What follows belongs to an exercise in optimizing a design on an open flow for small area, a short achievable clock period and few clock cycles; a production flow would make more cautious choices. Function was not checked in any run shown here: the RTL went through the layout flow alone.

==> flow/design.v, too long to show whole: its modules and the start of the top module <==
// module gcx_enc: 1167 lines
module gcx_enc (
    input  wire        clk,
    input  wire        rst,         
    input  wire        in_valid,
    output wire        in_ready,
    input  wire [15:0] in_data,
    input  wire        in_key,
    input  wire        in_last,
    output wire        out_valid,
    input  wire        out_ready,
    output wire [31:0] out_data,
    output wire        out_last,
    output wire        done,
    output wire [31:0] hash,
    output wire [31:0] lcg
);
  // ...
==> flow/run.sh <==
#!/bin/bash
# synth_recipe.tcl (not shown) runs the flow's synth.tcl, then flattens the netlist and writes it again
# the make line also repeats each setting of config.mk as NAME=value (left out here)
make -C /OpenROAD-flow-scripts/flow DESIGN_CONFIG=/design/flow/config.mk WORK_HOME=/design/flow/orfs CLKGATE_MAP_FILE= SYNTH_SCRIPT=/design/flow/synth_recipe.tcl finish
==> flow/config.mk <==
export PLATFORM = sky130hd
export DESIGN_NAME = gcx_enc
export DESIGN_NICKNAME = gcx_enc
export VERILOG_FILES = /design/flow/design.v
export SDC_FILE = /design/flow/constraint.sdc
export NUM_CORES = 4
export LEC_CHECK = 0
export ABC_AREA = 1
export CAP_MARGIN = 50
export CORE_MARGIN = 2
export CORE_UTILIZATION = 40
export SLEW_MARGIN = 60
==> flow/constraint.sdc <==
create_clock -name core_clock -period 36.0 [get_ports {clk}]
set_input_delay 7.2000 -clock core_clock [delete_from_list [all_inputs] [get_ports {clk}]]
set_output_delay 7.2000 -clock core_clock [all_outputs]
set_load 0.01 [all_outputs]
==> metrics.md, run 1 <==
| Metric | Value |
|---|---|
| Rows | 77 |
| Area share of xor/xnor cells in the synthesized design | 0.0324 |
| Delay of the slowest cell on the worst path | 480 ps |
| Initial DRT Pass Iterations | 5 |
| Register area | 3120 µm² |
| Drt total wl | 54.6 mm |
| Largest family of logic cells by synthesized area | adder cells |
| CTS tree | built |
| CP top delay family | simple AND/OR/NAND/NOR gates |
| Worst slack at placement | between 20000 and 30000 ps |
| Clock buffer cells | 20 |
| GR Overflow Total | 0 |
| Post-route ant nets | 0 |
| Die height | 216 µm |
| Hold depth | 0 |
| I/O Pins | 122 |
| Tmin final | 9490 ps |
| Clk sink count | 113 |
| Worst Setup End Kind | register |
| DRT iter0 DRCs | roughly 1200 |
| Status | no timing/DRC/antenna violations |
| CP Class | in2reg |
==> run 2: changes to the inputs <==
--- a/flow/design.v
+++ b/flow/design.v
@@ -180,18 +180,17 @@
     reg         np;          
     reg  [13:0] sbuf;        
     reg  [2:0]  L;           
     reg         inpay;       
     reg         lastin;      
     reg         rdy;
     reg         ov;          
     reg  [5:0]  ocs;         
-    reg         oc1, oc3;    
-    reg  [3:0]  ob;          
+    reg  [1:0]  oc;          
     reg         olast;
     reg         dn;
     wire fire  = in_valid & rdy;
     wire fkey  = fire & in_key;
     wire fbyte = fire & ~in_key;
     wire adv   = ~ov | out_ready;
     wire [11:0] a1_0 = t1_0(Y[3:0]);
     wire [11:0] a1_1 = t1_1(Y[7:4]);
@@ -1093,18 +1092,16 @@
     wire hm_155 = hm_135 ? hm_142 : hm_54;
     wire hm_156 = hm_135 ? hm_144 : hm_56;
     wire hm_157 = hm_135 ? hm_146 : hm_58;
     wire hm_158 = hm_135 ? hm_148 : hm_60;
     wire hm_159 = hm_135 ? hm_150 : hm_62;
     wire hm_160 = hm_135 ? hm_151 : 1'b0;
     wire [31:0] hn = {hm_159, hm_158, hm_157, hm_156, hm_155, hm_154, hm_153, hm_152, hm_134, hm_133, hm_132, hm_131, hm_130, hm_129, hm_128, hm_127, hm_109, hm_108, hm_107, hm_106, hm_105, hm_104, hm_103, hm_102, hm_68, hm_66, hm_64, hm_36, hm_32, hm_28, hm_24, hm_0};
     wire [5:0] cs = qv[21:16] ^ {k1, k2, k3};
-    wire [7:0] q1b = e1({cs[5:2], c == 2'd1});
-    wire [7:0] q2b = e2({c, cs[3:0]});
     always @(posedge clk) begin
         if (fkey) begin
             u  <= in_data;
             uf <= hfirst;
         end
         ul <= uln;
         if (upd)
             h <= uf ? {16'd0, u} : hn;    
@@ -1116,19 +1113,17 @@
             zw <= w0(h[5:0]);
         end else if (beat) begin
             Y  <= (c == 2'd3) ? y3 : (c == 2'd2) ? y2 : y1;
             zw <= (c == 2'd3) ? w3 : (c == 2'd2) ? w2 : w1;
             qY <= (c == 2'd3) ? n3 : (c == 2'd2) ? n2 : n1;
         end
         if (adv) begin
             ocs   <= cs;
-            oc1   <= (c == 2'd1);
-            oc3   <= (c == 2'd3);
-            ob    <= {q2b[2:1], q1b[1:0]};
+            oc    <= c;
             olast <= lastin & ~L[2];
         end
         if (rst) begin
             hfirst <= 1'b1;
             sbuf   <= 14'd0;
             L      <= 3'd0;
             inpay  <= 1'b0;
             lastin <= 1'b0;
@@ -1149,19 +1144,17 @@
             lastin <= lastn;
             np     <= npn;
             rdy    <= rdyn;
             ov     <= beat | (ov & ~out_ready);
             dn     <= dnn;
             conv   <= beat & lastin & ~L[2];
         end
     end
-    wire [7:0] oq2 = e2({~oc1, oc1 | oc3, ocs[3:0]});
-    wire [7:0] oq1 = e1({ocs[5:2], oc1});
-    assign out_data  = {e3({oc3, ocs[1:0]}), oq2[7:3], ob[3:2], oq2[0],
-                        oq1[7:2], ob[1:0], e0(ocs[5:4])};
+    assign out_data  = {e3({oc == 2'd3, ocs[1:0]}), e2({oc, ocs[3:0]}),
+                        e1({ocs[5:2], oc == 2'd1}), e0(ocs[5:4])};
     assign out_valid = ov;
     assign out_last  = olast;
     assign in_ready  = rdy;
     assign done      = dn;
     assign hash      = h;
     assign lcg       = {h[31:18] & {14{np}}, Y[11:0], zw};
 endmodule
==> run 2 against run 1 <==
Net effect: still clean on timing, DRC and antenna; global-route usage fell by 0.12 points; die area rose by 0.58%; register-to-register slack got worse by 20 ps; final cell count fell by 0.13%.
==> metrics.md, run 2 <==
| Metric | Value |
|---|---|
| Effective utilization at floorplan | 0.403 |
| P&R area growth vs syn | 11.1% |
| CP Class | reg2out |
| Final Hold Fails | 0 |
| Area post-placement | 19800 µm² |
| Count leader, synth | inv_1 |
| Setup TNS | 0 ps |
| Max reg flops | 32 |
| I/O Pins | 122 (unchanged) |
| Hold depth | 0 (unchanged) |
| Vias in the first global route | around 15000 |
| Post-layout instance area | 20200 µm² |
| Launch point of the worst reg-to-reg path | h[13] |
| Ant diodes | 0 |
| Largest registers | h: 32 flops, u: 16 flops, Y: 15 flops |
| Inserted Clock Buffers | 9 |
| Worst r2r path cells | 23 |
| Die height | 217 µm (+0.29%) |
| First-pass GRT wire length | 85.9 mm |
| RSZ-0062 raised after global routing | false |
| Post-route ant nets | 0 (unchanged) |
| CP required | 28800 ps |
| DRC Markers | 0 |
| CTS clk-pin slew, worst paths | 80 ps |
| Hold EP | uf |
| Largest net degree at the start of global routing | 31 |
| GR Overflow Total | 0 (unchanged) |
| Top cell type by total area after synthesis | fa_1 |
| Worst Setup End Kind | output port |
| Fillers | 4561 |
| Sequential element share of the synthesized area | 0.165 |
| Fin. max-slew vios | 0 |
| Cell Area, Synth | 18200 µm² |
| Multi-input logic area | 12900 µm² |
| Critical Path AT | 2220 ps |
| Synth Area per Inst | 7.83 µm² |
| Status | no timing/DRC/antenna violations |
| Hpwl dp | 45.8 mm |
| Die area | 47100 µm² |
| Die width | 217 µm |
| Main synth FF type | edfxtp_1 |
| Core area | 45100 µm² |
| Clk sink count | 109 (-3.5%) |
| PostCTS Resize Cnt | 0 |
| Clk buf depth | 2 |
| CTS tree | built |
| Routed vias/inst | about 5.2 |
| All-Layer GR Usage | 0.236 |
| Skew-Pair Late Insertion Delay | 380 ps |
| Asr flop ratio synth | 0 |
| DRT iter0 DRCs | 1203 (-0.66%) |
| FF-to-FF End | Y[13] |
| Clock root buffer master | clkbuf_16 |
| Worst slack at placement | 26400 ps (+561 ps) |
| Initial antenna violation count | 0 |
| Routed wire length per instance | 18.1 µm |
| Distinct cells, synth | 58 |
| Yosys reg bits | 109 |
| R2R setup slack | 27290 ps |
| Min-delay src | hfirst |
| Rows | 78 (+1.3%) |
| Top post-synthesis cells by count | inv_1, nand2_1, fa_1 |
| Tmin final | 9420 ps (-70.2 ps) |
| Register area | 3000 µm² (-3.9%) |
| Tightest Pin Transition | slightly below 600 ps |
| Worst slew margin | 0.603 |
| Crit start category | register |
| H-tree Lvls | 3 |
| Layout cells sized above 1 | 0.0610 |
| Worst hold path type | reg2reg |
| Area share of the largest cell type after synthesis | 0.237 |
| Drt total wl | 54.3 mm (-0.48%) |
| Placer Congestion | 0.987 |
| Synth warn | 1 |
| Via count | 15500 |
| Final WS setup | around 27000 ps |
| Final setup violation count | 0 |
| Top area cells in the synthesized netlist | fa_1, edfxtp_1, ha_1, inv_1, nand2_1 |
| Commonest non-fill, non-tap cells in the layout | inv_1, nand2_1, fa_1 |
| Initial DRT Pass Iterations | 5 (unchanged) |
| Clk_skew | just over 6 ps |
| Post-CTS setup buffer count | 0 |
| Reg with most FFs | h |
| Critical Path Fanout Max | 9 |
| Peak Freq | ~110 MHz |
| Final nets | 2806 |
| Commonest non-fill, non-tap cell in the layout | inv_1 |
| Max cap viols | 0 |
| Gate Count Post-Synth | ~2300 |
| Port bufs | approximately 110 |
| Post-synth EDFFs | 82 |
| CTS Hold Bufs | 0 |
| Part of the cycle the worst path needs | 0.262 |
-- run 2: cell type report --
cell class | count | area share
tap | 600 | 0.0372
multi-input combinational | 1636 | 0.640
inverter | 497 | 0.0927
timing repair buffer | 137 | 0.0657
clock buffer | 10 | 0.0114
sequential | 109 | 0.149
clock inverter | 6 | 0.00366
-- run 2: routing by layer --
metal | GRT usage | vias to the layer above | part of all wire
met5 | 0 | - | 0
met4 | 0.0831 | 0 | 0.034
li1 | - | 7454 | -
met1 | 0.322 | 7451 | 0.44
met2 | 0.390 | 494 | 0.48
met3 | 0.0249 | 79 | 0.052
-- run 2: kinds of logic after synthesis --
logic type               synth area share
XOR/XNOR                           0.0347
adder cells (fa/ha/maj)             0.360
AND/OR/NAND/NOR                     0.173
other                            0.000414
multiplexers                      0.00117
AO/OA/AOI/OAI                       0.138
flip-flops                          0.165
buffers and inverters               0.127
-- run 2: worst max-delay path: stages (launching register included) --
cell,delay (ps)
edfxtp_1,500
nor2_1,240
inv_1,90
ha_1,270
mux2_2,260
clkdlybuf4s50_1,480
-- run 2: per-stage QoR --
stage          utilization  cells  hold WS (ps)
5_1_grt              0.447   2995           465
6_report             0.447   2995           442
2_1_floorplan            -   2324           409
4_1_cts              0.446   2989           446
3_5_place_dp         0.439   2973           427
3_3_place_gp         0.437   2966           425
-- run 2: how the worst max path moves through the flow --
| stage | from | endpoint | slack [ps] |
|---|---|---|---|
| after floorplan | in_valid | Y[0] | 27130 |
| final | oc[1] | out_data[10] | 26580 |
| after detailed placement | in_valid | Y[11] | 26400 |
| after global routing | oc[1] | out_data[10] | 26440 |
| after global placement | out_ready | Y[11] | 26210 |
| after CTS | oc[1] | out_data[10] | 26560 |

-- port drivers added, routing unchanged --
The results above use ideal ports. As a check the final layouts listed here were re-extracted and re-timed, cells and wires unchanged.
Step 1 (the two cells are an assumption about what drives the block):
set clk [get_ports {clk}]
set_driving_cell -lib_cell sky130_fd_sc_hd__clkbuf_16 $clk
set_driving_cell -lib_cell sky130_fd_sc_hd__buf_2 [delete_from_list [all_inputs] $clk]
Step 2 also shifts input and output timing later by t, the mid clock arrival at the registers, as if the neighbouring blocks saw the same clock.
Three values: no drivers, after step 1, after step 2; two values: the first two.
| run | shift t [ns] | slack for setup (ns) | worst slew at a driven data input, ns | cell pins on the clock port's net |
|---|---|---|---|---|
| run 1 | 0.485 | 26.515 / 26.530 / 26.045 | 0.04 | 1 |
| run 2 | 0.426 | 26.585 / 26.534 / 26.372 | 0.04 | 1 |
After both steps setup and hold are still met in every run listed. For run 1, which loses most, drivers alone change the setup slack by +0.015 ns; drivers and shift together by -0.470 ns.
